Source: an optimization exercise on an open RTL-to-GDS flow (aim: small area, a short achievable clock period and few clock cycles per item). Production flows keep margins and buffers that such runs may drop.
The RTL was checked by simulation tests, not by an equivalence proof against the original design.

==> inputs of v10 <==
## nse_mixer
module nse_mixer (
    input  wire        clk,
    input  wire        rst,
    input  wire        in_valid,
    output wire        in_ready,
    input  wire [1:0]  in_op,
    input  wire [1:0]  in_unit,
    input  wire        in_first,
    input  wire        in_pend,
    input  wire [31:0] in_dl,
    input  wire [31:0] in_dr,
    input  wire [31:0] in_dc,
    output reg         out_valid,
    input  wire        out_ready,
    output reg  [15:0] out_left,
    output reg  [15:0] out_right
);
==> module nse_mixer, before the edit <==
module nse_mixer (
    input  wire        clk,
    input  wire        rst,
    input  wire        in_valid,
    output wire        in_ready,
    input  wire [1:0]  in_op,
    input  wire [1:0]  in_unit,
    input  wire        in_first,
    input  wire        in_pend,
    input  wire [31:0] in_dl,
    input  wire [31:0] in_dr,
    input  wire [31:0] in_dc,
    output reg         out_valid,
    input  wire        out_ready,
    output reg  [15:0] out_left,
    output reg  [15:0] out_right
);
    localparam OP_PAIR   = 2'd0;
    localparam OP_READ   = 2'd1;
    localparam OP_REMOVE = 2'd2;
    localparam OP_CONFIG = 2'd3;
    reg signed [31:0] acc_l, acc_r, acc_c;
    reg        [4:0]  bs_l, bs_r, bs_c;
    reg               stereo;
    wire fire = in_valid && in_ready;
    assign in_ready = !out_valid || out_ready;
    function [15:0] sat16;
        input signed [18:0] v;
        begin
            if (v > 19'sd32767)
                sat16 = 16'h7fff;
            else if (v < -19'sd32768)
                sat16 = 16'h8000;
            else
                sat16 = v[15:0];
        end
    endfunction
    wire signed [31:0] dl = in_dl;
    wire signed [31:0] dr = in_dr;
    wire signed [31:0] dc = in_dc;
    wire signed [31:0] step_l = acc_l + dl - (acc_l >>> bs_l);
    wire signed [31:0] step_r = acc_r + dr - (acc_r >>> bs_r);
    wire signed [31:0] step_c = acc_c + dc - (acc_c >>> bs_c);
    wire do_l = (in_op == OP_PAIR) || ((in_op == OP_READ || in_op == OP_REMOVE) && in_unit == 2'd0);
    wire do_r = (in_op == OP_PAIR) || ((in_op == OP_READ || in_op == OP_REMOVE) && in_unit == 2'd1);
    wire do_c = (in_op == OP_PAIR) || ((in_op == OP_READ || in_op == OP_REMOVE) && in_unit == 2'd2);
    wire side_loud  = (acc_l[31:14] != 18'd0) || (acc_r[31:14] != 18'd0);
    wire stereo_now = (in_op == OP_PAIR && in_first) ? (in_pend || side_loud) : stereo;
    wire signed [32:0] sum_cl = {step_c[31], step_c} + {step_l[31], step_l};
    wire signed [32:0] sum_cr = {step_c[31], step_c} + {step_r[31], step_r};
    wire signed [18:0] sh_cl  = sum_cl >>> 14;
    wire signed [18:0] sh_cr  = sum_cr >>> 14;
    wire signed [17:0] sh_l   = step_l >>> 14;
    wire signed [17:0] sh_r   = step_r >>> 14;
    wire signed [17:0] sh_c   = step_c >>> 14;
    wire [15:0] pcm_left  = sat16(sh_cl);
    wire [15:0] pcm_right = sat16(sh_cr);
    wire [15:0] pcm_mono  = sat16({sh_c[17], sh_c});
    wire [15:0] pcm_l     = sat16({sh_l[17], sh_l});
    wire [15:0] pcm_r     = sat16({sh_r[17], sh_r});
    reg [15:0] pcm_unit;
    always @(*) begin
        case (in_unit)
            2'd0:    pcm_unit = pcm_l;
            2'd1:    pcm_unit = pcm_r;
            default: pcm_unit = pcm_mono;
        endcase
    end
    wire cfg_l = (in_op == OP_CONFIG) && (in_unit == 2'd0 || in_unit == 2'd3);
    wire cfg_r = (in_op == OP_CONFIG) && (in_unit == 2'd1 || in_unit == 2'd3);
    wire cfg_c = (in_op == OP_CONFIG) && (in_unit == 2'd2 || in_unit == 2'd3);
    wire cfg_clear = in_dc[8];
    always @(posedge clk) begin
        if (rst) begin
            acc_l     <= 32'd0;
            acc_r     <= 32'd0;
            acc_c     <= 32'd0;
            bs_l      <= 5'd0;
            bs_r      <= 5'd0;
            bs_c      <= 5'd0;
            stereo    <= 1'b0;
            out_valid <= 1'b0;
            out_left  <= 16'd0;
            out_right <= 16'd0;
        end else begin
            if (out_valid && out_ready)
                out_valid <= 1'b0;
            if (fire) begin
                if (do_l) acc_l <= step_l;
                if (do_r) acc_r <= step_r;
                if (do_c) acc_c <= step_c;
                if (cfg_l) begin
                    bs_l <= in_dc[4:0];
                    if (cfg_clear) acc_l <= 32'd0;
                end
                if (cfg_r) begin
                    bs_r <= in_dc[4:0];
                    if (cfg_clear) acc_r <= 32'd0;
                end
                if (cfg_c) begin
                    bs_c <= in_dc[4:0];
                    if (cfg_clear) acc_c <= 32'd0;
                end
                if (in_op == OP_PAIR) begin
                    stereo    <= stereo_now;
                    out_valid <= 1'b1;
                    if (stereo_now) begin
                        out_left  <= pcm_left;
                        out_right <= pcm_right;
                    end else begin
                        out_left  <= pcm_mono;
                        out_right <= pcm_mono;
                    end
                end else if (in_op == OP_READ) begin
                    out_valid <= 1'b1;
                    out_left  <= pcm_unit;
                    out_right <= pcm_unit;
                end
            end
        end
    end
endmodule
export LEC_CHECK = 0
export CAP_MARGIN = 20
export CORE_MARGIN = 2
export CORE_UTILIZATION = 40
export PLACE_DENSITY = 0.6
export SLEW_MARGIN = 20
create_clock -name core_clock -period 9.0 [get_ports {clk}]
run.sh (not shown) runs the stock make flow with config.mk's settings and CLKGATE_MAP_FILE= SYNTH_SCRIPT=/design/flow/synth_recipe.tcl, a recipe that flattens the netlist after the stock synthesis.
==> v12 (differences from v10) <==
==> flow/design.v (replaced) <==
module nse_mixer (
    input  wire        clk,
    input  wire        rst,
    input  wire        in_valid,
    output wire        in_ready,
    input  wire [1:0]  in_op,
    input  wire [1:0]  in_unit,
    input  wire        in_first,
    input  wire        in_pend,
    input  wire [31:0] in_dl,
    input  wire [31:0] in_dr,
    input  wire [31:0] in_dc,
    output reg         out_valid,
    input  wire        out_ready,
    output wire [15:0] out_left,
    output wire [15:0] out_right
);
    localparam OP_PAIR   = 2'd0;
    localparam OP_READ   = 2'd1;
    localparam OP_REMOVE = 2'd2;
    localparam OP_CONFIG = 2'd3;
    reg signed [31:0] acc_l, acc_r, acc_c;
    reg        [4:0]  bs_l, bs_r, bs_c;
    reg               stereo;
    reg               o_st;       
    reg        [1:0]  o_sel;      
    wire fire = in_valid && in_ready;
    assign in_ready = !out_valid || out_ready;
    function [15:0] sat16;
        input signed [18:0] v;
        begin
            if (v > 19'sd32767)
                sat16 = 16'h7fff;
            else if (v < -19'sd32768)
                sat16 = 16'h8000;
            else
                sat16 = v[15:0];
        end
    endfunction
    wire signed [31:0] dl = in_dl;
    wire signed [31:0] dr = in_dr;
    wire signed [31:0] dc = in_dc;
    wire signed [31:0] step_l = acc_l + dl - (acc_l >>> bs_l);
    wire signed [31:0] step_r = acc_r + dr - (acc_r >>> bs_r);
    wire signed [31:0] step_c = acc_c + dc - (acc_c >>> bs_c);
    wire is_pair = (in_op == OP_PAIR);
    wire is_rr   = (in_op == OP_READ || in_op == OP_REMOVE);
    wire do_l = is_pair || (is_rr && in_unit == 2'd0);
    wire do_r = is_pair || (is_rr && in_unit == 2'd1);
    wire do_c = is_pair || (is_rr && in_unit == 2'd2);
    wire side_loud  = (acc_l[31:14] != 18'd0) || (acc_r[31:14] != 18'd0);
    wire stereo_now = (is_pair && in_first) ? (in_pend || side_loud) : stereo;
    wire cfg = (in_op == OP_CONFIG);
    wire cfg_l = cfg && (in_unit == 2'd0 || in_unit == 2'd3);
    wire cfg_r = cfg && (in_unit == 2'd1 || in_unit == 2'd3);
    wire cfg_c = cfg && (in_unit == 2'd2 || in_unit == 2'd3);
    wire cfg_clear = in_dc[8];
    wire signed [31:0] a_sel = (o_sel == 2'd0) ? acc_l : (o_sel == 2'd1) ? acc_r : acc_c;
    wire signed [32:0] sum_left  = {a_sel[31], a_sel} + (o_st ? {acc_l[31], acc_l} : 33'd0);
    wire signed [32:0] sum_right = {acc_c[31], acc_c} + {acc_r[31], acc_r};
    wire signed [18:0] sh_left  = sum_left >>> 14;
    wire signed [18:0] sh_right = sum_right >>> 14;
    wire [15:0] pcm_left  = sat16(sh_left);
    wire [15:0] pcm_right = sat16(sh_right);
    assign out_left  = pcm_left;
    assign out_right = o_st ? pcm_right : pcm_left;
    always @(posedge clk) begin
        if (rst) begin
            acc_l     <= 32'd0;
            acc_r     <= 32'd0;
            acc_c     <= 32'd0;
            bs_l      <= 5'd0;
            bs_r      <= 5'd0;
            bs_c      <= 5'd0;
            stereo    <= 1'b0;
            out_valid <= 1'b0;
        end else begin
            if (out_valid && out_ready)
                out_valid <= 1'b0;
            if (fire) begin
                if (do_l) acc_l <= step_l;
                if (do_r) acc_r <= step_r;
                if (do_c) acc_c <= step_c;
                if (cfg_l) begin
                    bs_l <= in_dc[4:0];
                    if (cfg_clear) acc_l <= 32'd0;
                end
                if (cfg_r) begin
                    bs_r <= in_dc[4:0];
                    if (cfg_clear) acc_r <= 32'd0;
                end
                if (cfg_c) begin
                    bs_c <= in_dc[4:0];
                    if (cfg_clear) acc_c <= 32'd0;
                end
                if (is_pair) begin
                    stereo    <= stereo_now;
                    out_valid <= 1'b1;
                end else if (in_op == OP_READ) begin
                    out_valid <= 1'b1;
                end
            end
        end
    end
    always @(posedge clk) begin
        if (fire) begin
            o_st  <= is_pair && stereo_now;
            o_sel <= is_pair ? 2'd2 : in_unit;
        end
    end
endmodule
==> run summary <==
item                                                                       v10                        v12
Average size of a mapped cell                                       7.50 sq um                 7.65 sq um
Worst reg2reg path endpoint                           out_left[4]$_SDFFE_PP0P_     acc_r[29]$_SDFFE_PP0P_
Final routed wirelength across all metal layers                      83,600 um                  67,300 um
Sequential element share of the synthesized area                         13.3%                      11.7%
Met2 Routed Length                                                   38,500 um                  30,800 um
Clock buffer and inverter area fraction after layout                     2.17%                      2.48%
Number of synthesized flops with an enable pin                               0                          3
Total number of tap cells                                                  696                        672
DP Wirelength                                                        68,700 um                  53,800 um
Global placement routability congestion                                  0.960                      0.949
Outcome                                               timing/DRC/antenna clean   timing/DRC/antenna clean
Met3 Use GR                                                              3.70%                      4.15%
Crit end category                                                     register             primary output
Min cycle time layout                                                  8.47 ns                    7.78 ns
Slowest CP cell                                        sky130_fd_sc_hd__mux4_2  sky130_fd_sc_hd__edfxtp_1
Testbench counts of v10, summed over its fixed seeds: cycles 48,007, items 48,000.
Testbench counts of v12, summed over its fixed seeds: cycles 48,007, items 48,000.

## static timing again, ports no longer ideal
The flow's constraints put no driver on any port. The routed layouts listed below were extracted and timed again, unchanged, in two steps. Step 1 sets driving cells, clkbuf_16 on the clock port and buf_2 on the other inputs (assumed; they add their load-dependent delay and slew). Step 2 times the ports against the registers' clock, not the clock port: input delays grow and output delays shrink by t, the midpoint of the rising clock arrivals with the driver on. Three values: ideal ports, drivers, drivers and shift; two values: the first two.
| run | shift t [ns] | setup WS [ns] | worst data-port slew with drivers (ns) |
|---|---|---|---|
| v10 | 0.544 | 0.526 / 0.526 / 0.158 | 0.05 |
| v12 | 0.523 | 1.222 / 1.164 / 1.687 | 0.05 |
After both steps setup and hold are still met in every run listed. For v10, which loses most, drivers alone change the setup slack by 0.000 ns; drivers and shift together by -0.368 ns.
